From an optimization exercise on the open Yosys and OpenROAD flow, aimed at small area, a short achievable clock period and few clock cycles; shortcuts taken in it are not production practice. Where RTL was checked, it was by simulation tests only, not by an equivalence proof against the original. For runs 2 to 5, only the layout was checked, not whether the RTL still works.

**flow/design.v**
```verilog
module env_mad (
    input  wire        clk,
    input  wire        rst,         
    input  wire        in_valid,
    input  wire        in_op,       
    input  wire [15:0] in_data,
    output wire        in_ready,
    output reg         out_valid,
    output reg  [15:0] out_data
);
    localparam [15:0] BASELINE = 16'd512;
    localparam        OP_PUSH  = 1'b0;
    localparam        OP_INT   = 1'b1;
    reg [15:0] buf_q [0:15];
    reg [3:0]  cur_q;
    assign in_ready = 1'b1;
    wire accept   = in_valid && in_ready;
    wire do_push  = accept && (in_op == OP_PUSH);
    wire do_int   = accept && (in_op == OP_INT);
    integer i;
    always @(posedge clk) begin
        if (rst) begin
            for (i = 0; i < 16; i = i + 1)
                buf_q[i] <= BASELINE;
            cur_q <= 4'd0;
        end else if (do_push) begin
            buf_q[cur_q] <= in_data;
            cur_q        <= cur_q + 4'd1;
        end
    end
    reg [20:0] sum;
    reg [15:0] mean;
    reg [20:0] dev;
    reg [15:0] intensity;
    integer j;
    always @* begin
        sum = 21'd0;
        for (j = 0; j < 16; j = j + 1)
            sum = sum + {5'd0, buf_q[j]};
        mean = sum[19:4];
        dev = 21'd0;
        for (j = 0; j < 16; j = j + 1) begin
            if (buf_q[j] >= mean)
                dev = dev + {5'd0, buf_q[j] - mean};
            else
                dev = dev + {5'd0, mean - buf_q[j]};
        end
        intensity = dev[19:4];
    end
    always @(posedge clk) begin
        if (rst) begin
            out_valid <= 1'b0;
            out_data  <= 16'd0;
        end else begin
            out_valid <= do_int;
            if (do_int)
                out_data <= intensity;
        end
    end
endmodule
```
**flow/run.sh**
```bash
#!/bin/bash
# synth_recipe.tcl (not shown) runs the flow's synth.tcl, then flattens the netlist and writes it again
# the make line also repeats each setting of config.mk as NAME=value (left out here)
make -C /OpenROAD-flow-scripts/flow DESIGN_CONFIG=/design/flow/config.mk WORK_HOME=/design/flow/orfs CLKGATE_MAP_FILE= SYNTH_SCRIPT=/design/flow/synth_recipe.tcl finish
```
**flow/config.mk**
```make
export PLATFORM = sky130hd
export DESIGN_NAME = env_mad
export DESIGN_NICKNAME = env_mad
export VERILOG_FILES = /design/flow/design.v
export SDC_FILE = /design/flow/constraint.sdc
export NUM_CORES = 4
export LEC_CHECK = 0
export CAP_MARGIN = 20
export CORE_MARGIN = 2
export CORE_UTILIZATION = 40
export SLEW_MARGIN = 20
```
**flow/constraint.sdc**
```tcl
create_clock -name core_clock -period 27.0 [get_ports {clk}]
set_input_delay 5.4000 -clock core_clock [delete_from_list [all_inputs] [get_ports {clk}]]
set_output_delay 5.4000 -clock core_clock [all_outputs]
set_load 0.01 [all_outputs]
```
==> results of run 1 <==
worst register-to-register path: cells and delay by family, from the launching register on:
family / cells / cell delay (ns)
AO/OA/AOI/OAI: 36 / 8.69
adder cells (fa/ha/maj): 23 / 8.66
AND/OR/NAND/NOR: 19 / 3.33
XOR/XNOR: 14 / 2.77
buffers and inverters: 8 / 0.99
flip-flops: 1 / 0.40
multiplexers: 1 / 0.21
per-layer routing:
layer / vias to the layer above / GRT usage, % / routed length, um
li1: 18600 / - / -
met1: 19100 / 38.7 / 75700
met2: 1492 / 44.5 / 77000
met3: 282 / 3.57 / 12700
met4: 4 / 10.0 / 6850
met5: - / 0 / 27
cell families after synthesis:
logic type               share of synthesized area [%]
multiplexers                                      4.37
flip-flops                                        17.1
adder cells (fa/ha/maj)                           30.9
other                                          0.00791
AO/OA/AOI/OAI                                     21.5
XOR/XNOR                                          8.64
AND/OR/NAND/NOR                                   11.4
buffers and inverters                             6.01
synth_stat cells (18+ instances only):
master	instances	share of area [%]
a211oi_1	48	0.76
a21o_1	456	7.2
a21oi_1	426	4.5
a22oi_1	22	0.35
a31oi_1	24	0.32
and2_1	252	3.3
buf_2	19	0.20
clkbuf_1	113	0.89
dfxtp_1	21	0.89
edfxtp_1	256	16
fa_1	265	11
ha_1	748	20
inv_1	609	4.8
mux2_2	24	0.57
mux2i_1	180	3.8
nand2_1	188	1.5
nand2b_1	44	0.58
nand3_1	43	0.45
nand4_1	53	0.70
nor2_1	221	1.7
nor2b_1	60	0.79
nor3_1	64	0.68
o211ai_1	18	0.29
o21a_1	65	1.0
o21ai_0	171	1.8
o21bai_1	119	1.9
o22ai_1	18	0.24
or2_2	26	0.34
or3_1	29	0.38
xnor2_1	339	6.3
xor2_1	114	2.1
sequential cells by signal, indices dropped and copies added (netlist names):
name and cells:
buf_q 256, out_data 16, cur_q 4, out_valid 1
what timing repair did:
action	4_1_cts	5_1_grt
buffers inserted	0	0
gates resized for setup	0	8
endpoints found under the setup margin	0	5
path summary, 6_finish.rpt:
| path | start | end | slack [ns] | depth (start not counted) |
|---|---|---|---|---|
| min | out_data[6] | out_data[6] | 0.45 | 2 |
| max | buf_q[1][3] | out_data[15] | 1.87 | 101 |
| min reg2reg | out_data[6] | out_data[6] | 0.45 | 2 |
| max reg2reg | buf_q[1][3] | out_data[15] | 1.87 | 101 |
area by class of cell:
type | instances | area (um^2)
fillers | 11500 | 66600
multi-input cells | 4255 | 36700
flip-flops and latches | 277 | 8110
inverters | 609 | 2290
well taps | 1536 | 1920
clock buffers | 48 | 1050
repair buffers | 113 | 897
clock inverters | 20 | 211
diodes | 4 | 10.0
stage by stage:
stage	instance area, um^2	util [%]	instances	setup slack (ns)
after floorplan	47400	-	5281	3.93
after global placement	49800	42.3	6790	1.93
after detailed placement	49800	42.3	6790	1.33
after CTS	51100	43.4	6858	1.23
after global routing	51100	43.4	6858	0.0351
final	51100	43.4	6862	1.87
==> flow_summary.toml, run 1 <==
[global_routing]
grt_max_degree = 39
grt-ovfl-total = 0
grt_pass1_vias = 37600
track_usage_pct = 27.9
grt_pass1_wl_um = 250000
antenna_found_initial = 5

[synthesis]
syn_nets = 6314
syn-cell-area_um2 = 47400
synthCells = 5281
ys.warnings.count = 1
synthFlopType = "edfxtp_1"
ys_async_sr_fraction_pct = 0
ys_ff_latch = 277
yosysSeqAreaShare_pct = 17.1
synth_cell_type_count = 93
synth_enable_flop_cells = 256
syn_avg_cell_area_um2 = 8.98

[worst_setup_path]
path_class = "flip-flop to flip-flop"
startpoint_type = "flip-flop"
max_stage_delay_ns = 0.62
cp-end-kind = "flip-flop"
slowest_stage = "o41ai_1"
cp.required_ns = 27.50
cp_num_buf_inv = 8
cp_top_family = "compound AO/OA/AOI/OAI gates"
cp_max_fo = 15
cpMostUsedCell = "ha_1"
arrival_ns = 25.64

[outcome]
status = "timing/DRC/antenna clean"

[clock_tree]
clock_sinks = 277
clk_latency_ns = 0.59
cts_max_level = 2
clk_pin_slew_ns = 0.06
cts_buffer_depth = 3
clock-root-buffer = "clkbuf_16"
numCtsBuffers = 38
ctsHoldBuffers = 0
cts_tree = "yes"

[sta]
slew_violations = 0
fin_setup_tns_ns = 0
setup_viol_count_final = 0
whs_ns = 0.454
period_share_pct = 93.1
finalWorstPathRequiredPeriod_ns = 25.13
hold_viol_final = 0
fmax_ghz = 0.0398
skew_ns = 0.0243
worstMarginPinSlew_ns = 1.23
rsz0062_at_grt = "false"
relSlewSlack_pct = 18.0

[die]
rows = 126
die-area_um2 = 121000
initial_core_util_pct = 40.3
core_um2 = 118000
io_pins = 38
die_h_um = 348
die_w_um = 348

[detailed_routing]
drtIter0Drc = 3760
num_vias = 39500
routedWlPerCell_um = 25.1
drt_first_pass_iters = 6
drc = 0
routed_wirelength_um = 172000
antenna_left = 0
viasPerCell = 5.75

[layout]
drive_gt1_share_pct = 4.70
layout_common_cells = "ha_1 (748), inv_1 (606), a21o_1 (454)"
mostFrequentLayoutCell = "ha_1"
final_nets = 6327
areaGrowthSynthToFinish_pct = 7.87

[hold_path]
hold_path_class = "flip-flop to flip-flop"

[placement]
dp_hpwl_um = 138000
portBuffers = 36
gp_congestion = 1.00

[run]
cap_violations = 0
Testbench counts, summed over its fixed seeds: cycles 16,003.
==> run 2, diff against run 1 <==
==> flow/design.v (replaced) <==
module env_mad (
    input  wire        clk,
    input  wire        rst,         
    input  wire        in_valid,
    input  wire        in_op,       
    input  wire [15:0] in_data,
    output wire        in_ready,
    output reg         out_valid,
    output reg  [15:0] out_data
);
    localparam [15:0] BASELINE = 16'd512;
    assign in_ready = 1'b1;
    reg        c_valid;
    reg        c_op;
    reg [15:0] c_data;
    always @(posedge clk) begin
        c_valid <= in_valid && !rst;
        c_op    <= in_op;
        c_data  <= in_data;
    end
    wire do_push = c_valid && !c_op;
    wire do_int  = c_valid &&  c_op;
    reg [15:0] b [0:15];
    reg [19:0] sum;
    integer i;
    always @(posedge clk) begin
        if (rst) begin
            for (i = 0; i < 16; i = i + 1)
                b[i] <= BASELINE;
            sum <= 20'd16 * BASELINE;
        end else if (do_push) begin
            b[0] <= c_data;
            for (i = 1; i < 16; i = i + 1)
                b[i] <= b[i-1];
            sum <= sum + {4'd0, c_data} - {4'd0, b[15]};
        end
    end
    wire [15:0] mean = sum[19:4];
    wire [2:0]  rem  = sum[3:1];
    reg [15:0] lt;
    reg [4:0]  cnt;
    reg [18:0] acc;
    integer j, k;
    always @* begin
        for (j = 0; j < 16; j = j + 1)
            lt[j] = b[j] < mean;
        cnt = 5'd0;
        for (j = 0; j < 16; j = j + 1)
            cnt = cnt + {4'd0, lt[j]};
        acc = {14'd0, cnt} + {16'd0, rem};
        for (j = 0; j < 16; j = j + 1)
            acc = acc + (lt[j] ? {3'd0, ~b[j]} : 19'd0);
        for (k = 0; k < 5; k = k + 1)
            acc = acc + (cnt[k] ? ({3'b111, mean} << k) : 19'd0);
    end
    always @(posedge clk) begin
        if (rst)
            out_valid <= 1'b0;
        else
            out_valid <= do_int;
        out_data <= acc[18:3];
    end
endmodule
==> flow_summary.toml, run 2 <==
[synthesis]
syn_nets = 3768
ys.warnings.count = 2
synth_cell_type_count = 61
synth_enable_flop_cells = 0
synth.most_common_cell = "nand2_1"
syn_avg_cell_area_um2 = 8.74
synthFlopType = "dfxtp_1"
syn-cell-area_um2 = 27300
ys_async_sr_fraction_pct = 0
yosys-top-cells-count = "nand2_1 (580), inv_1 (423), fa_1 (333), dfxtp_1 (311), a21oi_1 (304)"
synth.top_cell.area_share_pct = 24.4
yosys.area.top_type = "fa_1"
ys_ff_latch = 311
synthCells = 3125
synth_area_leaders = "fa_1 (24%), dfxtp_1 (23%), ha_1 (13%)"
yosysSeqAreaShare_pct = 22.8

[die]
die_w_um = 265
core_um2 = 67400
die-area_um2 = 70400
initial_core_util_pct = 40.5
die_h_um = 265
io_pins = 38
rows = 95

[worst_setup_path]
arrival_ns = 13.10
crit_start = "sum[5]"
path_class = "flip-flop to flip-flop"
cpMostUsedCell = "fa_1"
cp.required_ns = 27.50
slowest_stage = "fa_1"
cp_max_fo = 22
startpoint_type = "flip-flop"
cp-end-kind = "flip-flop"
max_stage_delay_ns = 0.90
reg2reg_from = "sum[5]"

[detailed_routing]
drt_first_pass_iters = 7
drc = 0
num_vias = 20700
antenna_left = 0
viasPerCell = 5.14
drtIter0Drc = 1546
routedWlPerCell_um = 19.2
routed_wirelength_um = 77300

[placement]
portBuffers = 36
dp_hpwl_um = 58800
gp_congestion = 0.855
dpl.cell_count = 3955
pre_cts_ws_ns = 14.33

[layout]
final_cells = 4027
fillers = 6577
reg_top3 = "b (256), sum (20)"
areaGrowthSynthToFinish_pct = 9.99
final_nets = 3767
utilization_pct = 44.6
layout_common_cells = "nand2_1 (580), inv_1 (423), fa_1 (333)"
drive_gt1_share_pct = 4.25
mostFrequentLayoutCell = "nand2_1"
multi_input_area_um2 = 19000
regMostFlops = "b"
largest_register_ffs = 256
regArea_um2 = 6230

[clock_tree]
ctsHoldBuffers = 0
cts_buffer_depth = 3
numCtsBuffers = 40
clk_latency_ns = 0.58
clk_pin_slew_ns = 0.06
cts_max_level = 2
clock_sinks = 311
cts_resized = 0
postCtsSetupRepairBufs = 0
cts_tree = "yes"
clock-root-buffer = "clkbuf_16"

[sta]
hold_viol_final = 0
slew_violations = 0
setup_viol_count_final = 0
skew_ns = 0.0261
rsz0062_at_grt = "false"
fmax_ghz = 0.0793
worstMarginPinSlew_ns = 1.05
relSlewSlack_pct = 29.7
fin_setup_tns_ns = 0
fin_ws_ns = 14.39
period_share_pct = 46.7
finalWorstPathRequiredPeriod_ns = 12.61

[hold_path]
hold_path_class = "flip-flop to flip-flop"
hp-start = "sum[0]"

[global_routing]
track_usage_pct = 22.6
grt-ovfl-total = 0
grt_pass1_vias = 20900
antenna_found_initial = 2
grt_max_degree = 159
grt_pass1_wl_um = 123000

[outcome]
status = "timing/DRC/antenna clean"

[run]
cap_violations = 0
[run 2: cell types whose count changed after synthesis, sizes merged, moves of 105 or more]
cell,delta
ha,-458
nand2,+391
a21o,-390
xnor2,-314
dfxtp,+290
edfxtp,-256
and2,-251
nand2b,+214
inv,-186
mux2i,-179
nor2,-137
o21ai,-124
a21oi,-123
xor2,-105
[run 2: worst paths after layout]
kind	endpoint	slack (ns)	depth (start not counted)
max reg2reg	out_data[15]	14.39	39
min	sum[0]	0.45	2
min reg2reg	sum[0]	0.45	2
max	out_data[15]	14.39	39
[run 2: layer usage]
layer	track usage, %	wire (um)	vias up
li1	-	-	9984
met1	32.7	36500	10200
met2	35.1	34400	468
met3	3.22	4080	108
met4	6.83	2290	0
met5	0	0	-
[run 2: cell families (layout without fill, tap and decap cells)]
kind of cell             Yosys count  after routing  synth area share [%]
buffers and inverters            542            570                  7.57
flip-flops                       311            311                  22.8
adder cells (fa/ha/maj)          623            623                  37.7
AND/OR/NAND/NOR                 1064           1064                  18.3
XOR/XNOR                          41             41                  1.42
AO/OA/AOI/OAI                    542            542                  12.2
other                              1              2                0.0137
multiplexers                       1              1                0.0367
[run 2: worst max-delay path, delay by kind of cell (launching register included)]
kind                     cells  cell delay [ns]
AND/OR/NAND/NOR              1             0.15
buffers and inverters        7             1.36
flip-flops                   1             0.30
adder cells (fa/ha/maj)     15             7.45
AO/OA/AOI/OAI               15             3.15
XOR/XNOR                     1             0.12
[run 2: stage by stage]
stage | hold WS (ns) | cell area (um^2)
3_3_place_gp | 0.442 | 28600
4_1_cts | 0.450 | 30000
3_5_place_dp | 0.450 | 28600
5_1_grt | 0.476 | 30000
2_1_floorplan | 0.419 | 27300
6_report | 0.454 | 30000
[run 2: area by class of cell]
class	instances	area share, %
Antenna cell	1	0.00833
Clock buffer	48	3.67
Clock inverter	23	1.05
Inverter	424	5.30
Multi-Input combinational cell	2272	63.4
Sequential cell	311	20.7
Tap cell	873	3.64
Timing Repair Buffer	75	2.23
==> run 3, diff against run 2 <==
==> flow/design.v (replaced) <==
module env_mad (
    input  wire        clk,
    input  wire        rst,         
    input  wire        in_valid,
    input  wire        in_op,       
    input  wire [15:0] in_data,
    output wire        in_ready,
    output reg         out_valid,
    output reg  [15:0] out_data
);
    localparam [15:0] BASELINE = 16'd512;
    assign in_ready = 1'b1;
    reg        c_valid;
    reg        c_op;
    reg [15:0] c_data;
    always @(posedge clk) begin
        c_valid <= in_valid && !rst;
        c_op    <= in_op;
        c_data  <= in_data;
    end
    wire do_push = c_valid && !c_op;
    wire do_int  = c_valid &&  c_op;
    reg        rst_q;
    always @(posedge clk)
        rst_q <= rst;
    reg [15:0] b [0:15];
    reg [19:0] sum;
    integer i;
    always @(posedge clk) begin
        if (rst_q) begin
            for (i = 0; i < 16; i = i + 1)
                b[i] <= BASELINE;
            sum <= 20'd16 * BASELINE;
        end else if (do_push) begin
            b[0] <= c_data;
            for (i = 1; i < 16; i = i + 1)
                b[i] <= b[i-1];
            sum <= sum + {4'd0, c_data} - {4'd0, b[15]};
        end
    end
    wire [15:0] mean = sum[19:4];
    wire [2:0]  rem2 = sum[3:1];
    reg        a_valid;
    reg [15:0] a_lt;
    integer j;
    always @(posedge clk) begin
        a_valid <= do_int && !rst;
        for (j = 0; j < 16; j = j + 1)
            a_lt[j] <= b[j] < mean;
    end
    reg [18:0] r [0:17];
    integer k;
    always @* begin
        for (k = 0; k < 16; k = k + 1)
            r[k] = {3'd0, ~(a_lt[k] ? b[k] : mean)};
        r[16] = {mean[14:0], 1'b0, rem2};
        r[17] = 19'd16;
    end
    function [37:0] csa;
        input [18:0] x, y, z;
        reg   [18:0] s, c;
        begin
            s = x ^ y ^ z;
            c = (x & y) | (x & z) | (y & z);
            csa = {c[17:0], 1'b0, s};
        end
    endfunction
    wire [18:0] l1 [0:11];
    wire [18:0] l2 [0:7];
    wire [18:0] l3 [0:5];
    wire [18:0] l4 [0:3];
    wire [18:0] l5 [0:2];
    wire [18:0] l6 [0:1];
    genvar g;
    generate
        for (g = 0; g < 6; g = g + 1) begin : t1
            assign {l1[2*g+1], l1[2*g]} = csa(r[3*g], r[3*g+1], r[3*g+2]);
        end
        for (g = 0; g < 4; g = g + 1) begin : t2
            assign {l2[2*g+1], l2[2*g]} = csa(l1[3*g], l1[3*g+1], l1[3*g+2]);
        end
        for (g = 0; g < 2; g = g + 1) begin : t3
            assign {l3[2*g+1], l3[2*g]} = csa(l2[3*g], l2[3*g+1], l2[3*g+2]);
        end
        assign l3[4] = l2[6];
        assign l3[5] = l2[7];
        for (g = 0; g < 2; g = g + 1) begin : t4
            assign {l4[2*g+1], l4[2*g]} = csa(l3[3*g], l3[3*g+1], l3[3*g+2]);
        end
        assign {l5[1], l5[0]} = csa(l4[0], l4[1], l4[2]);
        assign l5[2] = l4[3];
        assign {l6[1], l6[0]} = csa(l5[0], l5[1], l5[2]);
    endgenerate
    wire [18:0] total = l6[0] + l6[1];
    always @(posedge clk) begin
        if (rst)
            out_valid <= 1'b0;
        else
            out_valid <= a_valid;
        out_data <= total[18:3];
    end
endmodule
==> flow_summary.toml, run 3 <==
[layout]
fillers = 6282
regArea_um2 = 6590
mostFrequentLayoutCell = "nand2_1"
largest_register_ffs = 256
regMostFlops = "b"
areaGrowthSynthToFinish_pct = 9.91
drive_gt1_share_pct = 3.88
final_nets = 3556
insertedDiodeCount = 0
layout_common_cells = "nand2_1 (676), a21oi_1 (342), dfxtp_1 (326)"
stdcell_area_um2 = 28500
reg_top3 = "b (256), sum (20)"
multi_input_area_um2 = 17800

[sta]
skew_ns = 0.0295
setup_viol_count_final = 0
fmax_ghz = 0.144
worstMarginPinSlew_ns = 1.10
finalWorstPathRequiredPeriod_ns = 6.96
slew_violations = 0
period_share_pct = 25.8
rsz0062_at_grt = "false"
fin_setup_tns_ns = 0
relSlewSlack_pct = 26.2
hold_viol_final = 0

[clock_tree]
clk_latency_ns = 0.59
clock_sinks = 329
cts_max_level = 2
clk_pin_slew_ns = 0.06
ctsHoldBuffers = 0
numCtsBuffers = 42
cts_buffer_depth = 3
clock-root-buffer = "clkbuf_16"
cts_tree = "yes"
cts_resized = 0
postCtsSetupRepairBufs = 0

[placement]
gp_congestion = 0.931
dp_hpwl_um = 59200
portBuffers = 36
place_area_um2 = 27100

[detailed_routing]
routed_wirelength_um = 80500
drtIter0Drc = 1862
num_vias = 21300
drc = 0
antenna_left = 0
routedWlPerCell_um = 20.8
viasPerCell = 5.50
drt_first_pass_iters = 6

[synthesis]
ys_ff_latch = 329
synth_simple_gate_area_share_pct = 14.2
synth_top_family_by_area = "adder cells"
synth.most_common_cell = "nand2_1"
synthFlopType = "dfxtp_1"
syn_avg_cell_area_um2 = 8.58
synth_area_leaders = "dfxtp_1 (25%), fa_1 (19%), ha_1 (14%)"
syn-cell-area_um2 = 25900
syn_nets = 3596
synthAdderAreaFrac_pct = 33.9
ys.warnings.count = 3
synth_enable_flop_cells = 0
synth_compound_area_share_pct = 14.6
synth.top_cell.area_share_pct = 25.4
yosys.area.top_type = "dfxtp_1"
synthMuxAreaShare_pct = 5.02
yosys-top-cells-count = "nand2_1 (676), a21oi_1 (342), dfxtp_1 (329), ha_1 (299), fa_1 (252)"
synthCells = 3025
ys_async_sr_fraction_pct = 0
yosysSeqAreaShare_pct = 25.4
synth_cell_type_count = 55
yosys.area_share.xor_xnor_pct = 0.878

[global_routing]
grt_max_degree = 203
antenna_found_initial = 1
track_usage_pct = 24.3
grt-ovfl-total = 0
grt_pass1_vias = 21600
grt_pass1_wl_um = 127000

[worst_setup_path]
path_class = "flip-flop to output pin"
cp_top_family = "buffers and inverters"
slowest_stage = "clkdlybuf4s50_1"
cp-end-kind = "output pin"
max_stage_delay_ns = 0.57
worstPathCellList = "clkdlybuf4s50_1"
cp_num_buf_inv = 1
cp.required_ns = 21.60
startpoint_type = "flip-flop"
arrival_ns = 1.56
cp_max_fo = 1

[outcome]
status = "timing/DRC/antenna clean"

[die]
die-area_um2 = 66900
die_w_um = 259
io_pins = 38
rows = 93
core_um2 = 64200
die_h_um = 259
initial_core_util_pct = 40.4

[run]
cap_violations = 0

[hold_path]
hold_path_class = "flip-flop to flip-flop"
[run 3: kinds of logic after synthesis]
| logic type | Yosys count |
|---|---|
| buffers and inverters | 412 |
| adders and majority gates | 551 |
| and+or+nand+nor | 893 |
| other | 1 |
| DFF | 329 |
| muxes | 130 |
| xor gates and xnor gates | 26 |
| AOI/OAI and AO/OA | 683 |
[run 3: path summary, 6_finish.rpt]
kind / start / to / slack (ns) / depth (start not counted)
setup / recovery: out_data[13] / out_data[13] / 20.04 / 1
hold / removal: a_valid / out_valid / 0.45 / 1
setup reg to reg: sum[6] / out_data[11] / 20.21 / 16
hold reg to reg: a_valid / out_valid / 0.45 / 1
[run 3: area by class of cell]
cell class / instances / share of cell area (%)
multi-input combinational: 2284 / 62.5
clock inverter: 16 / 0.711
clock buffer: 57 / 4.24
tap: 855 / 3.75
timing repair buffer: 73 / 2.33
sequential: 329 / 23.1
inverter: 255 / 3.36
[run 3: routing by layer]
metal,GRT usage [%],wire (um)
met5,0,15
met4,9.55,3210
met3,3.40,4790
met2,40.3,37800
met1,32.0,34700
[run 3: per-stage QoR]
step | instances | utilization, % | setup WS [ns] | hold WS [ns]
floorplan | 3025 | - | 20.83 | 0.414
global placement | 3796 | 42.2 | 20.46 | 0.419
finish | 3869 | 44.4 | 20.04 | 0.445
global route | 3869 | 44.4 | 19.80 | 0.467
CTS | 3869 | 44.4 | 19.99 | 0.450
detailed placement | 3796 | 42.2 | 20.25 | 0.436
[run 3: worst register-to-register path, delay by kind of cell, from the launching register on]
family	cells	cell delay, ns
AO/OA/AOI/OAI	4	1.27
XOR/XNOR	1	0.40
adder cells (fa/ha/maj)	7	3.32
buffers and inverters	2	0.79
flip-flops	1	0.53
AND/OR/NAND/NOR	2	0.36
==> run 4, diff against run 3 <==
--- a/flow/design.v
+++ b/flow/design.v
@@ -43,10 +43,20 @@
     reg        a_valid;
     reg [15:0] a_lt;
     integer j;
+    reg [15:0] lt;
+    reg        cy;
+    integer n;
+    always @* begin
+        for (j = 0; j < 16; j = j + 1) begin
+            cy = 1'b0;
+            for (n = 0; n < 16; n = n + 1)
+                cy = (mean[n] & ~b[j][n]) | (mean[n] & cy) | (~b[j][n] & cy);
+            lt[j] = cy;
+        end
+    end
     always @(posedge clk) begin
         a_valid <= do_int && !rst;
-        for (j = 0; j < 16; j = j + 1)
-            a_lt[j] <= b[j] < mean;
+        a_lt    <= lt;
     end
     reg [18:0] r [0:17];
     integer k;
==> flow_summary.toml, run 4 <==
[worst_setup_path]
cp_num_buf_inv = 2
path_class = "flip-flop to flip-flop"
cp_top_family = "adder cells"
cpMostUsedCell = "fa_1"
crit_start = "a_lt[8]"
crit_end = "out_data[14]"
max_stage_delay_ns = 1.02
crit_cells = 18
rr_worst_depth = 18
arrival_ns = 7.48
r2r_slack_ns = 19.97
cp.required_ns = 27.45
slowest_stage = "dfxtp_1"
regToRegEndpoint = "out_data[14]"
worstPathCellList = "mux2i_1 -> fa_1 -> inv_1 -> fa_1 -> fa_1 -> fa_1 -> fa_1 -> inv_1 -> fa_1 -> ha_1 -> a21o_1 -> a21oi_1 -> o21ai_0 -> a21oi_1 -> o21ai_0 -> a211oi_1 -> a21oi_1 -> xor2_1"
cp-end-kind = "flip-flop"
reg2reg_from = "a_lt[8]"
cp_max_fo = 17
startpoint_type = "flip-flop"

[sta]
slew_violations = 0
fmax_ghz = 0.142
hold_viol_final = 0
relSlewSlack_pct = 10.9
finalWorstPathRequiredPeriod_ns = 7.03
skew_ns = 0.0229
period_share_pct = 26.0
rsz0062_at_grt = "false"
fin_setup_tns_ns = 0
worstMarginPinSlew_ns = 1.34
setup_viol_count_final = 0

[global_routing]
track_usage_pct = 22.4
grt_pass1_vias = 20100
antenna_found_initial = 0
grt_use_met2_pct = 37.2
grt_max_degree = 200
grt_pass1_wl_um = 113000
grt.busiest_layer = "met2"
use_met3_pct = 2.30
met1_usage_pct = 30.2
grt-ovfl-total = 0

[die]
die_h_um = 252
io_pins = 38
rows = 90
core_um2 = 60600
die-area_um2 = 63400
die_w_um = 252
initial_core_util_pct = 40.6

[synthesis]
syn_avg_cell_area_um2 = 8.45
synthCells = 2907
synthFlopType = "dfxtp_1"
ys_ff_latch = 329
synth.top_cell.area_share_pct = 26.8
syn_nets = 3238
synth_enable_flop_cells = 0
yosys.area.top_type = "dfxtp_1"
synth_cell_type_count = 66
syn-cell-area_um2 = 24600
synth.most_common_cell = "nand2_1"
yosysSeqAreaShare_pct = 26.8
ys.warnings.count = 3
ys_async_sr_fraction_pct = 0
yosys-top-cells-count = "nand2_1 (608), dfxtp_1 (329), a21oi_1 (323), inv_1 (299), fa_1 (252)"
synth_area_leaders = "dfxtp_1 (27%), fa_1 (21%), nand2_1 (9.3%)"

[clock_tree]
clock_sinks = 329
cts_resized = 0
cts_buffer_depth = 3
cts_tree = "yes"
clk_pin_slew_ns = 0.06
cts_max_level = 2
postCtsSetupRepairBufs = 0
numCtsBuffers = 41
clock-root-buffer = "clkbuf_16"
clk_latency_ns = 0.58
ctsHoldBuffers = 0

[layout]
areaGrowthSynthToFinish_pct = 9.66
mostFrequentLayoutCell = "nand2_1"
final_nets = 3160
largest_register_ffs = 256
reg_top3 = "b (256), sum (20)"
layout_common_cells = "nand2_1 (608), dfxtp_1 (328), a21oi_1 (323)"
drive_gt1_share_pct = 4.69
regMostFlops = "b"
insertedDiodeCount = 0

[outcome]
status = "timing/DRC/antenna clean"

[detailed_routing]
drtIter0Drc = 1530
routedWlPerCell_um = 19.4
num_vias = 20100
antenna_left = 0
routed_wirelength_um = 70500
viasPerCell = 5.51
drc = 0
drt_first_pass_iters = 6

[placement]
portBuffers = 36
dp_hpwl_um = 50400
gp_congestion = 0.894

[run]
cap_violations = 0

[hold_path]
hold_path_class = "flip-flop to flip-flop"
-- run 4: cell count changes after synthesis, sizes merged, moves of 20 or more --
cell,change
ha,-240
o21ai,-138
nand2,-68
mux2i,+65
inv,+50
maj3,+46
o22ai,+43
nand4,-37
clkbuf,+27
a211oi,-25
nor2b,+24
nand2b,+21
buf,+20
-- run 4: cell families after synthesis --
family,count (synthesis),synth area share [%]
and+or+nand+nor,825,14.0
AOI/OAI and AO/OA,660,16.8
buffers and inverters,510,7.88
adders and majority gates,357,25.4
DFF,329,26.8
muxes,195,7.95
xor gates and xnor gates,30,1.07
other,1,0.0153
-- run 4: how the worst min path moves through the flow --
stage             from         to  slack, ns  cells after the start
6_report       sum[16]    sum[16]       0.45                      2
3_3_place_gp   a_valid  out_valid       0.43                      1
2_1_floorplan  a_valid  out_valid       0.41                      1
3_5_place_dp   a_valid  out_valid       0.44                      1
5_1_grt        sum[16]    sum[16]       0.47                      2
4_1_cts        sum[16]    sum[16]       0.45                      2
-- run 4: worst register-to-register path, cell delays in order, from the launching register on --
cell and delay, ns:
dfxtp_1 1.02, mux2i_1 0.27, fa_1 0.58, inv_1 0.05, fa_1 0.49, fa_1 0.57
fa_1 0.43, fa_1 0.49, inv_1 0.05, fa_1 0.49, ha_1 0.31, a21o_1 0.15
a21oi_1 0.31, o21ai_0 0.18, a21oi_1 0.32, o21ai_0 0.43, a211oi_1 0.45, a21oi_1 0.15
xor2_1 0.17
-- run 4: through the flow --
| step | setup WS, ns | instances | util (%) | hold slack, ns | area [um^2] |
|---|---|---|---|---|---|
| 2_1_floorplan | 20.70 | 2907 | - | 0.414 | 24600 |
| 3_3_place_gp | 20.22 | 3567 | 42.1 | 0.430 | 25500 |
| 3_5_place_dp | 20.09 | 3567 | 42.1 | 0.440 | 25500 |
| 4_1_cts | 20.05 | 3641 | 44.4 | 0.453 | 26900 |
| 5_1_grt | 19.57 | 3642 | 44.5 | 0.473 | 26900 |
| 6_report | 19.97 | 3642 | 44.5 | 0.448 | 26900 |
-- run 4: final cells by class --
type	instances	area (um^2)
clock buffer	57	1150
clock inverter	17	272
fill	5894	33600
inverter	306	1150
multi-input combinational	2068	16100
sequential	329	6590
tap	782	978
timing repair buffer	83	746
-- run 4: layer usage --
metal / vias up / wire length (um)
met5: - / 0
met4: 0 / 2470
met3: 126 / 3120
met2: 564 / 33600
met1: 9866 / 31400
li1: 9505 / -
==> run 5, diff against run 4 <==
--- a/flow/config.mk
+++ b/flow/config.mk
@@ -5,7 +5,8 @@
 export SDC_FILE = /design/flow/constraint.sdc
 export NUM_CORES = 4
 export LEC_CHECK = 0
-export CAP_MARGIN = 20
+export CAP_MARGIN = 0
 export CORE_MARGIN = 2
 export CORE_UTILIZATION = 40
-export SLEW_MARGIN = 20
+export CTS_BUF_LIST = sky130_fd_sc_hd__clkbuf_4
+export SLEW_MARGIN = 0
==> flow_summary.toml, run 5 <==
[sta]
hold_viol_final = 0
slew_violations = 0
rsz0062_at_grt = "false"
fin_setup_tns_ns = 0
setup_viol_count_final = 0
relSlewSlack_pct = 18.3
whs_ns = 0.450
worstMarginPinSlew_ns = 1.23
period_share_pct = 26.4
skew_ns = 0.0423
finalWorstPathRequiredPeriod_ns = 7.13
fmax_ghz = 0.140

[detailed_routing]
drtIter0Drc = 1438
viasPerCell = 5.45
antenna_left = 0
num_vias = 20400
drt_first_pass_iters = 7
routed_wirelength_um = 71100
drc = 0
routedWlPerCell_um = 19.0

[layout]
reg_top3 = "b (256), sum (20)"
final_nets = 3215
areaGrowthSynthToFinish_pct = 8.69
mostFrequentLayoutCell = "nand2_1"
layout_common_cells = "nand2_1 (608), dfxtp_1 (328), a21oi_1 (323)"
drive_gt1_share_pct = 7.41
regMostFlops = "b"
final_cells = 3746
largest_register_ffs = 256
fillers = 5983

[clock_tree]
postCtsSetupRepairBufs = 0
clk_pin_slew_ns = 0.06
clk_latency_ns = 0.87
ctsHoldBuffers = 0
numCtsBuffers = 97
cts_max_level = 3
cts_resized = 0
cts_buffer_depth = 3
cts_tree = "yes"
clock_sinks = 329
clock-root-buffer = "clkbuf_4"

[global_routing]
grt_pass1_vias = 20600
grt-ovfl-total = 0
track_usage_pct = 22.7
antenna_found_initial = 2
grt_pass1_wl_um = 114000
grt_max_degree = 200

[placement]
portBuffers = 36
dp_hpwl_um = 50400
dpl.cell_count = 3567
gp_congestion = 0.894

[worst_setup_path]
cp_num_buf_inv = 1
arrival_ns = 1.73
worstPathCellList = "clkdlybuf4s50_1"
cp.required_ns = 21.60
path_class = "flip-flop to output pin"
startpoint_type = "flip-flop"
slowest_stage = "clkdlybuf4s50_1"
cp-end-kind = "output pin"
max_stage_delay_ns = 0.54
cp_max_fo = 1
cp_top_family = "buffers and inverters"

[die]
die-area_um2 = 63400
core_um2 = 60600
rows = 90
die_w_um = 252
initial_core_util_pct = 40.6
io_pins = 38
die_h_um = 252

[synthesis]
ys.warnings.count = 3
synth.top_cell.area_share_pct = 26.8
synth_area_leaders = "dfxtp_1 (27%), fa_1 (21%), nand2_1 (9.3%)"
synth_cell_type_count = 66
syn_nets = 3238
syn_avg_cell_area_um2 = 8.45
yosysSeqAreaShare_pct = 26.8
yosys.area.top_type = "dfxtp_1"
syn-cell-area_um2 = 24600
synth.most_common_cell = "nand2_1"
ys_async_sr_fraction_pct = 0
yosys-top-cells-count = "nand2_1 (608), dfxtp_1 (329), a21oi_1 (323), inv_1 (299), fa_1 (252)"
synthCells = 2907
synthFlopType = "dfxtp_1"
ys_ff_latch = 329
synth_enable_flop_cells = 0

[hold_path]
hold_path_class = "flip-flop to flip-flop"

[outcome]
status = "timing/DRC/antenna clean"

[run]
cap_violations = 0
run 5: cell types whose count changed in the layout (fill, tap and decap cells not counted), moves of 2 or more:
cell       delta
inv_2         +2
bufinv_16     -7
clkinv_2      -5
clkbuf_8      -4
clkinv_1     +23
clkbuf_1     -11
clkbuf_16    -42
clkbuf_4    +141
diode_2       +7
run 5: layer usage:
metal	vias to the layer above	wire [um]	GRT usage, %
li1	9687	-	-
met1	9958	31100	29.6
met2	624	33500	37.2
met3	146	3860	4.09
met4	0	2630	9.23
met5	-	0	0
run 5: through the flow:
step	util, %	setup WS (ns)	area [um^2]
after floorplan	-	20.70	24600
after global placement	42.1	20.22	25500
after detailed placement	42.1	20.09	25500
after CTS	44.1	19.79	26700
after global routing	44.1	19.56	26700
final	44.1	19.87	26700
run 5: kinds of logic (layout without fill, tap and decap cells):
group | after synthesis | after routing | share of synthesized area [%]
fa+ha+maj | 357 | 357 | 25.4
flops | 329 | 329 | 26.8
mux | 195 | 195 | 7.95
simple gates | 825 | 825 | 14.0
compound gates | 660 | 660 | 16.8
other cells | 1 | 8 | 0.0153
xor+xnor | 30 | 30 | 1.07
buf+inv | 510 | 560 | 7.88
run 5: layout make-up:
class                      count  area [um^2]  share of cell area (%)
multi-input combinational   2068        16100                    60.2
timing repair buffer          82          718                    2.69
tap                          782          978                    3.66
antenna                        7         17.5                  0.0656
clock inverter                31          130                   0.487
sequential                   329         6590                    24.7
inverter                     306         1150                    4.30
clock buffer                 141         1060                    3.96
run 5: final timing paths:
| path | slack (ns) | to | cells after the start | startpoint |
|---|---|---|---|---|
| worst max-delay path | 19.87 | out_data[12] | 1 | out_data[12] |
| worst min register to register | 0.45 | sum[16] | 2 | sum[16] |
| worst max register to register | 20.01 | out_data[14] | 18 | a_lt[8] |
| worst min-delay path | 0.45 | sum[16] | 2 | sum[16] |
==> run 6, diff against run 5 <==
--- a/flow/design.v
+++ b/flow/design.v
@@ -9,43 +9,52 @@
     output reg  [15:0] out_data
 );
     localparam [15:0] BASELINE = 16'd512;
-    assign in_ready = 1'b1;
+    reg       filling;
+    reg [3:0] fcnt;
+    reg       rdy;
+    always @(posedge clk) begin
+        if (rst) begin
+            filling <= 1'b1;
+            rdy     <= 1'b0;
+            fcnt    <= 4'd0;
+        end else if (filling) begin
+            fcnt <= fcnt + 4'd1;
+            if (fcnt == 4'd14)
+                rdy <= 1'b1;
+            if (fcnt == 4'd15)
+                filling <= 1'b0;
+        end
+    end
+    assign in_ready = rdy;
     reg        c_valid;
     reg        c_op;
     reg [15:0] c_data;
     always @(posedge clk) begin
-        c_valid <= in_valid && !rst;
+        c_valid <= in_valid && rdy && !rst;
         c_op    <= in_op;
         c_data  <= in_data;
     end
     wire do_push = c_valid && !c_op;
     wire do_int  = c_valid &&  c_op;
-    reg        rst_q;
-    always @(posedge clk)
-        rst_q <= rst;
     reg [15:0] b [0:15];
     reg [19:0] sum;
     integer i;
     always @(posedge clk) begin
-        if (rst_q) begin
-            for (i = 0; i < 16; i = i + 1)
-                b[i] <= BASELINE;
-            sum <= 20'd16 * BASELINE;
-        end else if (do_push) begin
-            b[0] <= c_data;
+        if (filling || do_push) begin
+            b[0] <= filling ? BASELINE : c_data;
             for (i = 1; i < 16; i = i + 1)
                 b[i] <= b[i-1];
+        end
+        if (filling)
+            sum <= 20'd16 * BASELINE;
+        else if (do_push)
             sum <= sum + {4'd0, c_data} - {4'd0, b[15]};
-        end
     end
     wire [15:0] mean = sum[19:4];
     wire [2:0]  rem2 = sum[3:1];
-    reg        a_valid;
-    reg [15:0] a_lt;
-    integer j;
     reg [15:0] lt;
     reg        cy;
-    integer n;
+    integer j, n;
     always @* begin
         for (j = 0; j < 16; j = j + 1) begin
             cy = 1'b0;
@@ -54,6 +63,8 @@
             lt[j] = cy;
         end
     end
+    reg        a_valid;
+    reg [15:0] a_lt;
     always @(posedge clk) begin
         a_valid <= do_int && !rst;
         a_lt    <= lt;
==> flow/config.mk (replaced) <==
export PLATFORM = sky130hd
export DESIGN_NAME = env_mad
export DESIGN_NICKNAME = env_mad
export VERILOG_FILES = /design/flow/design.v
export SDC_FILE = /design/flow/constraint.sdc
export NUM_CORES = 4
export LEC_CHECK = 0
export CAP_MARGIN = 20
export CORE_MARGIN = 2
export CORE_UTILIZATION = 40
export SLEW_MARGIN = 20
==> flow_summary.toml, run 6 <==
[outcome]
status = "timing/DRC/antenna clean"

[synthesis]
synthFlopType = "edfxtp_1"
synth_area_leaders = "edfxtp_1 (32%), fa_1 (21%), mux2i_1 (8.1%)"
synth_cell_type_count = 71
syn-cell-area_um2 = 24100
synthMuxAreaShare_pct = 8.07
ys.warnings.count = 3
yosys.area_share.xor_xnor_pct = 1.09
yosysSeqAreaShare_pct = 38.4
ys_async_sr_fraction_pct = 0
synth_enable_flop_cells = 256
synthCells = 2140
yosys.area.top_type = "edfxtp_1"
synth.most_common_cell = "inv_1"
synth_simple_gate_area_share_pct = 7.88
synth.top_cell.area_share_pct = 32.0
syn_avg_cell_area_um2 = 11.2
synth_compound_area_share_pct = 10.7
ys_ff_latch = 334
yosys-top-cells-count = "inv_1 (302), edfxtp_1 (256), fa_1 (252), mux2i_1 (194), nand2_1 (152)"
syn_nets = 2473
synth_top_family_by_area = "adder cells"
synthAdderAreaFrac_pct = 27.2

[layout]
reg_top3 = "b (256), sum (20)"
mostFrequentLayoutCell = "inv_1"
insertedDiodeCount = 0
final_nets = 2485
layout_common_cells = "inv_1 (302), edfxtp_1 (256), fa_1 (252)"
areaGrowthSynthToFinish_pct = 10.6
largest_register_ffs = 256
fillers = 5488
drive_gt1_share_pct = 6.37
regMostFlops = "b"

[detailed_routing]
drt_first_pass_iters = 5
drc = 0
viasPerCell = 5.49
antenna_left = 0
routedWlPerCell_um = 21.3
num_vias = 16200
drtIter0Drc = 1269
routed_wirelength_um = 62800

[clock_tree]
cts_tree = "yes"
clock-root-buffer = "clkbuf_16"
numCtsBuffers = 40
clk_pin_slew_ns = 0.06
cts_buffer_depth = 3
postCtsSetupRepairBufs = 0
clock_sinks = 334
clk_latency_ns = 0.59
cts_max_level = 2
ctsHoldBuffers = 0
cts_resized = 0

[sta]
rsz0062_at_grt = "false"
fmax_ghz = 0.130
period_share_pct = 28.4
hold_viol_final = 0
finalWorstPathRequiredPeriod_ns = 7.66
relSlewSlack_pct = 30.5
setup_viol_count_final = 0
skew_ns = 0.0346
whs_ns = 0.431
worstMarginPinSlew_ns = 1.04
slew_violations = 0
fin_setup_tns_ns = 0

[die]
core_um2 = 59200
io_pins = 38
rows = 89
initial_core_util_pct = 40.6
die_w_um = 249
die-area_um2 = 62100
die_h_um = 249

[placement]
gp_congestion = 0.869
dp_hpwl_um = 46200
portBuffers = 37

[global_routing]
track_usage_pct = 20.7
grt-ovfl-total = 0
grt_pass1_vias = 17100
grt_pass1_wl_um = 100000
grt_max_degree = 89
antenna_found_initial = 1

[worst_setup_path]
startpoint_type = "flip-flop"
cp-end-kind = "flip-flop"
path_class = "flip-flop to flip-flop"
arrival_ns = 8.17
cp.required_ns = 27.50
cp_max_fo = 27

[run]
cap_violations = 0

[hold_path]
hold_path_class = "flip-flop to flip-flop"
-- run 6: cell types whose count changed after synthesis, sizes merged, moves of 15 or more --
| cell | previous run | this run |
|---|---|---|
| a211o | 19 | 2 |
| a21o | 26 | 10 |
| a21oi | 323 | 54 |
| clkbuf | 179 | 92 |
| dfxtp | 329 | 78 |
| edfxtp | 0 | 256 |
| maj3 | 46 | 71 |
| nand2 | 608 | 152 |
| o2111ai | 1 | 16 |
| o21ai | 76 | 112 |
| o22ai | 43 | 25 |
-- run 6: final cells by class --
cell class              instances  area, um^2  area share (%)
clock buffers                  60        1180            4.43
clock inverters                12         104           0.390
inverters                     309        1160            4.36
multi-input cells            1384       13200            49.7
flip-flops and latches        334        9250            34.8
well taps                     773         967            3.64
repair buffers                 83         719            2.70
-- run 6: path summary, 6_finish.rpt --
kind	startpoint	slack (ns)	to	cells after the start
hold reg to reg	a_valid	0.43	out_valid	1
setup reg to reg	sum[8]	19.34	out_data[15]	19
setup / recovery	sum[8]	19.34	out_data[15]	19
hold / removal	a_valid	0.43	out_valid	1
-- run 6: routing by layer --
layer	GRT usage [%]	vias to the layer above	share of wire, %
met2	34.2	446	48
met3	3.02	103	5.3
met1	28.1	8256	44
met4	6.33	2	2.7
li1	-	7423	-
met5	0	-	0.016
-- run 6: cell families (layout without fill, tap and decap cells) --
kind of cell             Yosys count  count (layout)
XOR/XNOR                          30              30
AND/OR/NAND/NOR                  399             399
flip-flops                       334             334
AO/OA/AOI/OAI                    377             377
buffers and inverters            422             464
adder cells (fa/ha/maj)          384             384
multiplexers                     194             194
-- run 6: stage by stage --
stage / util (%) / area (um^2) / std cells / worst slack, ns
4_1_cts: 44.9 / 26600 / 2955 / 19.32
5_1_grt: 44.9 / 26600 / 2955 / 18.79
3_3_place_gp: 42.7 / 25300 / 2883 / 19.52
3_5_place_dp: 42.7 / 25300 / 2883 / 19.33
6_report: 44.9 / 26600 / 2955 / 19.34
2_1_floorplan: - / 24100 / 2140 / 19.94
-- run 6: worst max-delay path, cell delays in order, from the launching register on --
cell and delay, ns:
dfxtp_1 0.70, clkinv_1 0.85, o21ai_0 0.49, fa_1 0.50, fa_1 0.57, fa_1 0.43
fa_1 0.46, fa_1 0.49, inv_1 0.05, fa_1 0.44, ha_1 0.35, a21oi_1 0.14
o21ai_0 0.13, a21oi_1 0.22, o21ai_0 0.26, a221o_1 0.48, a2111oi_0 0.55, o21bai_1 0.15
a21oi_1 0.20, xnor2_1 0.13
Testbench counts of run 6, summed over its fixed seeds: cycles 16,125.
==> run 7, diff against run 6 <==
==> flow/flow/run.sh (new file) <==
#!/bin/bash
# Own layout flow: the standard flow (standard.sh, unchanged synthesis,
# floorplan, placement, CTS and routing) at the design's clock period and
# constraints, with two settings changed:
#  - the port buffers that global placement inserts are plain buffers
#    (buf_2) rather than the delay-buffer cell buffer_ports picks by default;
set -euo pipefail
export BUFFER_PORTS_ARGS="-buffer_cell sky130_fd_sc_hd__buf_2"
export SETUP_SLACK_MARGIN=20.5
bash standard.sh > flow_make.log 2>&1
==> flow/standard.sh (new file) <==
#!/bin/bash
# synth_recipe.tcl (not shown) runs the flow's synth.tcl, then flattens the netlist and writes it again
# the make line also repeats each setting of config.mk as NAME=value (left out here)
make -C /OpenROAD-flow-scripts/flow DESIGN_CONFIG=/design/flow/config.mk WORK_HOME=/design/flow/orfs CLKGATE_MAP_FILE= SYNTH_SCRIPT=/design/flow/synth_recipe.tcl "${@:-finish}"
removed: flow/run.sh
==> flow_summary.toml, run 7 <==
[outcome]
status = "timing/DRC/antenna clean"

[clock_tree]
clk_pin_slew_ns = 0.07
cts_buffer_depth = 3
clk_latency_ns = 0.57
clock_sinks = 334
cts_max_level = 2
clock-root-buffer = "clkbuf_16"
cts_tree = "yes"
numCtsBuffers = 38

[hold_path]
hp-start = "a_valid"
holdPathEnd = "out_valid"
hold_path_depth = 1
hold_path_class = "flip-flop to flip-flop"

[die]
io_pins = 38
die_h_um = 249
initial_core_util_pct = 40.6
rows = 89
core_um2 = 59200
die_w_um = 249
die-area_um2 = 62100

[synthesis]
ys.warnings.count = 3
synth_cell_type_count = 71
synth.top_cell.area_share_pct = 32.0
synthCells = 2140
yosysSeqAreaShare_pct = 38.4
ys_ff_latch = 334
ys_async_sr_fraction_pct = 0
yosys.area.top_type = "edfxtp_1"
synthFlopType = "edfxtp_1"
syn-cell-area_um2 = 24100
syn_nets = 2473
synth_enable_flop_cells = 256
synth_area_leaders = "edfxtp_1 (32%), fa_1 (21%), mux2i_1 (8.1%)"
synth.most_common_cell = "inv_1"
yosys-top-cells-count = "inv_1 (302), edfxtp_1 (256), fa_1 (252), mux2i_1 (194), nand2_1 (152)"
syn_avg_cell_area_um2 = 11.2

[layout]
reg_top3 = "b (256), sum (20)"
final_cells = 2962
insertedDiodeCount = 0
final_nets = 2496
drive_gt1_share_pct = 9.46
areaGrowthSynthToFinish_pct = 10.8
largest_register_ffs = 256
layout_common_cells = "inv_1 (299), edfxtp_1 (256), fa_1 (252)"
fillers = 5499
regMostFlops = "b"
mostFrequentLayoutCell = "inv_1"

[worst_setup_path]
arrival_ns = 1.04
path_class = "flip-flop to output pin"
regToRegEndpoint = "out_data[15]"
reg2reg_from = "a_lt[7]"
cp_max_fo = 1
startpoint_type = "flip-flop"
cp-end-kind = "output pin"
max_stage_delay_ns = 0.35
cp_num_buf_inv = 1
slowest_stage = "dfxtp_2"
cp_top_family = "flip-flops"
r2r_slack_ns = 20.66
rr_worst_depth = 20
worstPathCellList = "buf_2"
cp.required_ns = 21.60

[detailed_routing]
routedWlPerCell_um = 21.3
drc = 0
viasPerCell = 5.50
antenna_left = 0
num_vias = 16300
routed_wirelength_um = 63000
drt_first_pass_iters = 5
drtIter0Drc = 1160

[sta]
period_share_pct = 23.9
rsz0062_at_grt = "true"
relSlewSlack_pct = 29.8
fmax_ghz = 0.155
slew_violations = 0
finalWorstPathRequiredPeriod_ns = 6.44
worstMarginPinSlew_ns = 1.05
skew_ns = 0.0277
hold_viol_final = 0
fin_setup_tns_ns = 0
setup_viol_count_final = 0

[global_routing]
grt_pass1_vias = 16800
grt-ovfl-total = 0
antenna_found_initial = 0
track_usage_pct = 20.5
grt_max_degree = 140
grt_pass1_wl_um = 99000

[placement]
gp_congestion = 0.840
portBuffers = 37
dpl.cell_count = 2883
dp_hpwl_um = 45600

[run]
cap_violations = 0
==> run 7: metrics by stage <==
step	hold WS, ns	area [um^2]	utilization, %	setup WS [ns]
6_report	0.438	26700	45.0	20.56
5_1_grt	0.470	26700	45.0	20.40
4_1_cts	0.443	26400	44.6	20.49
3_5_place_dp	0.429	25200	42.5	19.20
3_3_place_gp	0.417	25200	42.5	19.35
2_1_floorplan	0.414	24100	-	20.53
==> run 7: timing repair <==
item | 4_1_cts | 5_1_grt
gates cloned | 0 | 1
hold buffers | 0 | 0
setup endpoints to repair | 13 | 6
pin swaps | 0 | 2
setup buffers | 1 | 11
endpoints found under the hold margin | 0 | 0
gates resized for setup | 28 | 47
==> run 7: cells by family after synthesis <==
family	Yosys count	synth area share, %
flip-flops	334	38.4
buffers and inverters	422	6.61
AO/OA/AOI/OAI	377	10.7
multiplexers	194	8.07
AND/OR/NAND/NOR	399	7.88
adder cells (fa/ha/maj)	384	27.2
XOR/XNOR	30	1.09
==> run 7: worst max-delay path by stage <==
stage / from / end / slack, ns / depth (start not counted)
after global placement: sum[7] / out_data[15] / 19.35 / 19
after floorplan: a_lt[7] / out_data[15] / 20.53 / 22
final: out_data[13] / out_data[13] / 20.56 / 1
after detailed placement: sum[7] / out_data[15] / 19.20 / 19
after global routing: a_lt[4] / out_data[15] / 20.40 / 20
after CTS: sum[9] / out_data[15] / 20.49 / 20
==> run 7: layout make-up <==
cell class / instances / area (um^2) / area share (%)
multi-input cells: 1384 / 13300 / 49.8
repair buffers: 96 / 753 / 2.82
well taps: 773 / 967 / 3.63
inverters: 309 / 1200 / 4.50
clock buffers: 45 / 998 / 3.74
clock inverters: 21 / 185 / 0.695
flip-flops and latches: 334 / 9270 / 34.8
==> run 7: metal layers <==
| metal | vias up | routed length, um | global-route usage (%) |
|---|---|---|---|
| met3 | 104 | 3140 | 3.28 |
| met2 | 434 | 30500 | 34.3 |
| met1 | 8304 | 27800 | 27.6 |
| li1 | 7450 | - | - |
| met5 | - | 0 | 0 |
| met4 | 0 | 1500 | 5.40 |
==> run 8, diff against run 7 <==
--- a/flow/config.mk
+++ b/flow/config.mk
@@ -8,4 +8,7 @@
 export CAP_MARGIN = 20
 export CORE_MARGIN = 2
 export CORE_UTILIZATION = 40
+export CTS_BUF_LIST = sky130_fd_sc_hd__clkbuf_8
+export CTS_CLUSTER_DIAMETER = 50
+export CTS_CLUSTER_SIZE = 16
 export SLEW_MARGIN = 20
==> flow_summary.toml, run 8 <==
[worst_setup_path]
r2r_slack_ns = 20.70
cp-end-kind = "output pin"
cp_top_family = "flip-flops"
startpoint_type = "flip-flop"
slowest_stage = "dfxtp_2"
rr_worst_depth = 21
max_stage_delay_ns = 0.37
arrival_ns = 1.12
path_class = "flip-flop to output pin"
regToRegEndpoint = "out_data[15]"
reg2reg_from = "sum[8]"
cp_num_buf_inv = 1
cp_max_fo = 1
cp.required_ns = 21.60
worstPathCellList = "buf_6"

[layout]
areaGrowthSynthToFinish_pct = 9.97
mostFrequentLayoutCell = "inv_1"
multi_input_area_um2 = 13300
regArea_um2 = 9280
largest_register_ffs = 256
fillers = 5531
drive_gt1_share_pct = 10.8
regMostFlops = "b"
stdcell_area_um2 = 26500
final_nets = 2504
reg_top3 = "b (256), sum (20)"
layout_common_cells = "inv_1 (302), edfxtp_1 (256), fa_1 (251)"

[detailed_routing]
routedWlPerCell_um = 21.0
viasPerCell = 5.45
num_vias = 16200
antenna_left = 0
drc = 0
routed_wirelength_um = 62600
drtIter0Drc = 1295
drt_first_pass_iters = 5

[global_routing]
grt_pass1_wl_um = 98800
grt-ovfl-total = 0
antenna_found_initial = 1
track_usage_pct = 20.5
grt_pass1_vias = 16800
grt_max_degree = 140

[die]
rows = 89
io_pins = 38
die_w_um = 249
initial_core_util_pct = 40.6
core_um2 = 59200
die-area_um2 = 62100
die_h_um = 249

[clock_tree]
clk_pin_slew_ns = 0.10
clk_latency_ns = 0.64
cts_buffer_depth = 3
ctsHoldBuffers = 0
cts_max_level = 2
numCtsBuffers = 39
clock-root-buffer = "clkbuf_8"
cts_tree = "yes"
clock_sinks = 334

[synthesis]
synth_enable_flop_cells = 256
ys_async_sr_fraction_pct = 0
yosys-top-cells-count = "inv_1 (302), edfxtp_1 (256), fa_1 (252), mux2i_1 (194), nand2_1 (152)"
yosys.area.top_type = "edfxtp_1"
yosysSeqAreaShare_pct = 38.4
syn_avg_cell_area_um2 = 11.2
synth_cell_type_count = 71
synthFlopType = "edfxtp_1"
ys_ff_latch = 334
synthCells = 2140
ys.warnings.count = 3
syn-cell-area_um2 = 24100
synth.most_common_cell = "inv_1"
synth.top_cell.area_share_pct = 32.0
synth_area_leaders = "edfxtp_1 (32%), fa_1 (21%), mux2i_1 (8.1%)"
syn_nets = 2473

[outcome]
status = "timing/DRC/antenna clean"

[placement]
dp_hpwl_um = 45600
gp_congestion = 0.840
place_area_um2 = 25200
portBuffers = 37

[sta]
skew_ns = 0.0409
hold_viol_final = 0
finalWorstPathRequiredPeriod_ns = 6.52
slew_violations = 0
period_share_pct = 24.1
fin_setup_tns_ns = 0
rsz0062_at_grt = "true"
worstMarginPinSlew_ns = 1.02
fmax_ghz = 0.153
setup_viol_count_final = 0
relSlewSlack_pct = 32.1

[hold_path]
hold_path_class = "flip-flop to flip-flop"
hold_path_depth = 2
hp-start = "c_valid"
holdPathEnd = "a_valid"

[run]
cap_violations = 0
==> run 8: cell counts after synthesis <==
No cell type changed its count.
==> run 8: what timing repair did <==
item | 4_1_cts | 5_1_grt
gates resized for setup | 35 | 66
buffers inserted | 2 | 18
setup endpoints to repair | 25 | 16
pin swaps | 0 | 3
==> run 8: worst max-delay path by stage <==
| stage | startpoint | end | slack [ns] | cells after the start |
|---|---|---|---|---|
| finish | out_data[13] | out_data[13] | 20.48 | 1 |
| global route | sum[9] | out_data[15] | 20.44 | 20 |
| CTS | out_data[13] | out_data[13] | 20.43 | 1 |
| detailed placement | sum[7] | out_data[15] | 19.20 | 19 |
| global placement | sum[7] | out_data[15] | 19.35 | 19 |
| floorplan | a_lt[7] | out_data[15] | 20.53 | 22 |
==> run 8: final cells by class <==
type / count / area share (%)
repair buffers: 103 / 3.33
flip-flops and latches: 334 / 35.1
diodes: 2 / 0.0189
multi-input cells: 1384 / 50.3
clock inverters: 30 / 0.979
well taps: 773 / 3.66
clock buffers: 41 / 2.13
inverters: 309 / 4.50
==> run 8: cells by family after synthesis <==
kind of cell             synth area share (%)
AO/OA/AOI/OAI                            10.7
buffers and inverters                    6.61
XOR/XNOR                                 1.09
AND/OR/NAND/NOR                          7.88
flip-flops                               38.4
adder cells (fa/ha/maj)                  27.2
multiplexers                             8.07
==> run 8: stage by stage <==
stage / hold slack (ns) / setup WS (ns) / instances / utilization [%]
after global placement: 0.417 / 19.35 / 2883 / 42.5
after CTS: 0.448 / 20.43 / 2956 / 44.0
after detailed placement: 0.429 / 19.20 / 2883 / 42.5
after floorplan: 0.414 / 20.53 / 2140 / -
after global routing: 0.475 / 20.44 / 2976 / 44.7
final: 0.445 / 20.48 / 2976 / 44.7
==> run 8: layer usage <==
metal / part of all wire, % / track usage [%] / vias to the layer above
met1: 44 / 27.6 / 8219
met4: 2.3 / 5.49 / 0
met5: 0 / 0 / -
met3: 5.2 / 3.52 / 88
li1: - / - / 7480
met2: 48 / 34.1 / 421
==> run 9, diff against run 8 <==
--- a/flow/config.mk
+++ b/flow/config.mk
@@ -8,7 +8,7 @@
 export CAP_MARGIN = 20
 export CORE_MARGIN = 2
 export CORE_UTILIZATION = 40
-export CTS_BUF_LIST = sky130_fd_sc_hd__clkbuf_8
-export CTS_CLUSTER_DIAMETER = 50
-export CTS_CLUSTER_SIZE = 16
+export CTS_BUF_LIST = sky130_fd_sc_hd__clkbuf_16
+export CTS_CLUSTER_DIAMETER = 100
+export CTS_CLUSTER_SIZE = 24
 export SLEW_MARGIN = 20
==> flow_summary.toml, run 9 <==
[synthesis]
synth_top_family_by_area = "adder cells"
synthFlopType = "edfxtp_1"
ys_async_sr_fraction_pct = 0
synth_simple_gate_area_share_pct = 7.88
syn_nets = 2473
synth_area_leaders = "edfxtp_1 (32%), fa_1 (21%), mux2i_1 (8.1%)"
yosys.area_share.xor_xnor_pct = 1.09
synth_enable_flop_cells = 256
synth_cell_type_count = 71
yosys-top-cells-count = "inv_1 (302), edfxtp_1 (256), fa_1 (252), mux2i_1 (194), nand2_1 (152)"
synth_compound_area_share_pct = 10.7
ys.warnings.count = 3
synthMuxAreaShare_pct = 8.07
synth.most_common_cell = "inv_1"
synth.top_cell.area_share_pct = 32.0
syn_avg_cell_area_um2 = 11.2
syn-cell-area_um2 = 24100
synthCells = 2140
yosysSeqAreaShare_pct = 38.4
synthAdderAreaFrac_pct = 27.2
ys_ff_latch = 334
yosys.area.top_type = "edfxtp_1"

[clock_tree]
clock_sinks = 334
ctsHoldBuffers = 0
clk_pin_slew_ns = 0.11
numCtsBuffers = 18
cts_buffer_depth = 3
cts_tree = "yes"
cts_max_level = 1
clk_latency_ns = 0.55
clock-root-buffer = "clkbuf_16"

[layout]
utilization_pct = 44.0
largest_register_ffs = 256
areaGrowthSynthToFinish_pct = 8.28
reg_top3 = "b (256), sum (20)"
fillers = 5554
final_nets = 2475
layout_common_cells = "inv_1 (309), edfxtp_1 (256), fa_1 (252)"
insertedDiodeCount = 0
regMostFlops = "b"
mostFrequentLayoutCell = "inv_1"
drive_gt1_share_pct = 8.17

[worst_setup_path]
arrival_ns = 1.05
max_stage_delay_ns = 0.37
slowest_stage = "dfxtp_2"
cp-end-kind = "output pin"
cp_max_fo = 1
cp_num_buf_inv = 1
cp_top_family = "flip-flops"
path_class = "flip-flop to output pin"
worstPathCellList = "buf_2"
startpoint_type = "flip-flop"
cp.required_ns = 21.60

[global_routing]
grt_max_degree = 140
grt_pass1_wl_um = 98600
grt_pass1_vias = 16700
grt-ovfl-total = 0
antenna_found_initial = 0
track_usage_pct = 20.2

[sta]
period_share_pct = 23.9
finalWorstPathRequiredPeriod_ns = 6.45
fin_setup_tns_ns = 0
skew_ns = 0.0412
slew_violations = 0
hold_viol_final = 0
setup_viol_count_final = 0
fmax_ghz = 0.155
rsz0062_at_grt = "true"
relSlewSlack_pct = 32.6
worstMarginPinSlew_ns = 1.01

[run]
cap_violations = 0

[die]
rows = 89
die-area_um2 = 62100
initial_core_util_pct = 40.6
io_pins = 38
core_um2 = 59200
die_w_um = 249
die_h_um = 249

[placement]
gp_congestion = 0.840
portBuffers = 37
dp_hpwl_um = 45600

[detailed_routing]
drtIter0Drc = 1212
drc = 0
routed_wirelength_um = 62300
routedWlPerCell_um = 21.3
num_vias = 16100
antenna_left = 0
viasPerCell = 5.51
drt_first_pass_iters = 5

[outcome]
status = "timing/DRC/antenna clean"

[hold_path]
hold_path_class = "flip-flop to flip-flop"
run 9: changes by cell type in the layout (fill, tap and decap cells not counted), moves of 6 or more:
cell,delta
inv_1,+7
dfxtp_2,-8
inv_6,-6
buf_6,-13
clkbuf_16,+19
buf_4,-6
clkinv_4,-7
dfxtp_1,+8
buf_2,+10
clkbuf_8,-41
run 9: kinds of logic (layout without fill, tap and decap cells):
kind of cell	Yosys count	in the layout
adders and majority gates	384	384
muxes	194	194
DFF	334	334
and+or+nand+nor	399	399
buffers and inverters	422	436
xor gates and xnor gates	30	30
AOI/OAI and AO/OA	377	377
run 9: metrics by stage:
| stage | instance area [um^2] | std cells | hold slack, ns | setup WS [ns] |
|---|---|---|---|---|
| final | 26000 | 2927 | 0.445 | 20.55 |
| after global routing | 26000 | 2927 | 0.477 | 20.42 |
| after CTS | 25800 | 2917 | 0.450 | 20.49 |
| after detailed placement | 25200 | 2883 | 0.429 | 19.20 |
| after global placement | 25200 | 2883 | 0.417 | 19.35 |
| after floorplan | 24100 | 2140 | 0.414 | 20.53 |
run 9: metal layers:
layer,wire [um],track usage (%),vias to the layer above,share of wire [%]
li1,-,-,7386,-
met1,27700,27.8,8227,44
met2,30300,34.3,442,49
met3,3010,2.69,72,4.8
met4,1220,4.01,0,2.0
met5,0,0,-,0
run 9: worst paths after layout:
path / end / slack (ns) / start / cells past startpoint
max: out_data[13] / 20.55 / out_data[13] / 1
min: a_valid / 0.45 / c_valid / 2
max reg2reg: out_data[15] / 20.68 / a_lt[0] / 20
min reg2reg: a_valid / 0.45 / c_valid / 2
run 9: timing repair:
action / in CTS / in global routing
gates resized for setup: 22 / 57
setup endpoints to repair: 13 / 6
pin swaps: 0 / 2
setup buffers: 2 / 10
run 9: worst register-to-register path, cell delays in order, from the launching register on:
cell	delay, ns
dfxtp_1	0.33
buf_4	0.32
mux2i_1	0.32
fa_1	0.45
inv_1	0.09
fa_1	0.43
fa_1	0.51
fa_1	0.43
fa_1	0.49
inv_1	0.05
fa_1	0.49
fa_1	0.44
a21oi_1	0.18
o21ai_1	0.13
a21oi_2	0.21
o21ai_2	0.12
a221o_2	0.48
a2111oi_4	0.36
o21bai_1	0.12
a21oi_1	0.19
xnor2_1	0.14
run 9: area by class of cell:
class                      count  area (um^2)  share of cell area, %
tap                          773          967                   3.71
clock inverter                13         91.3                  0.351
inverter                     309         1190                   4.58
multi-input combinational   1384        13300                   51.0
clock buffer                  19          475                   1.83
timing repair buffer          95          756                   2.90
sequential                   334         9270                   35.6

==> afterwards: timing with drivers on the ports <==
In the flow no input, the clock included, has a driving cell. The finished layouts below were timed again as built, in two steps. Step 1 (the two cells are an assumption about what drives the block):
set clk [get_ports {clk}]
set_driving_cell -lib_cell sky130_fd_sc_hd__clkbuf_16 $clk
set_driving_cell -lib_cell sky130_fd_sc_hd__buf_2 [delete_from_list [all_inputs] $clk]
Step 2 moves the port delays by t, midway between the first and last clock arrival at a register: inputs arrive t later, outputs are due t later. That takes back most of the time a late clock gives input paths. Three values: ideal ports, drivers, drivers and shift; two values: the first two.
run | t, ns | slack for setup (ns) | worst register clock-pin slew, ns | worst data-port slew with drivers (ns) | cell pins on the clock port's net
run 1 | 0.643 | 1.866 / 1.866 / 1.866 | 0.07 / 0.07 | 0.04 | 1
run 2 | 0.627 | 14.393 / 14.393 / 14.393 | 0.07 / 0.07 | 0.11 | 1
run 3 | 0.645 | 20.037 / 19.971 / 20.208 | 0.07 / 0.07 | 0.07 | 1
run 4 | 0.633 | 19.972 / 19.972 / 19.972 | 0.07 / 0.07 | 0.03 | 1
run 5 | 0.905 | 19.867 / 19.812 / 20.006 | 0.08 / 0.08 | 0.03 | 1
run 6 | 0.633 | 19.336 / 19.336 / 19.336 | 0.07 / 0.07 | 0.05 | 1
run 7 | 0.614 | 20.558 / 20.498 / 20.658 | 0.07 / 0.07 | 0.03 | 1
run 8 | 0.678 | 20.480 / 20.423 / 20.700 | 0.11 / 0.11 | 0.03 | 1
run 9 | 0.600 | 20.552 / 20.487 / 20.681 | 0.12 / 0.12 | 0.03 | 1
After both steps every run listed still meets setup and hold.
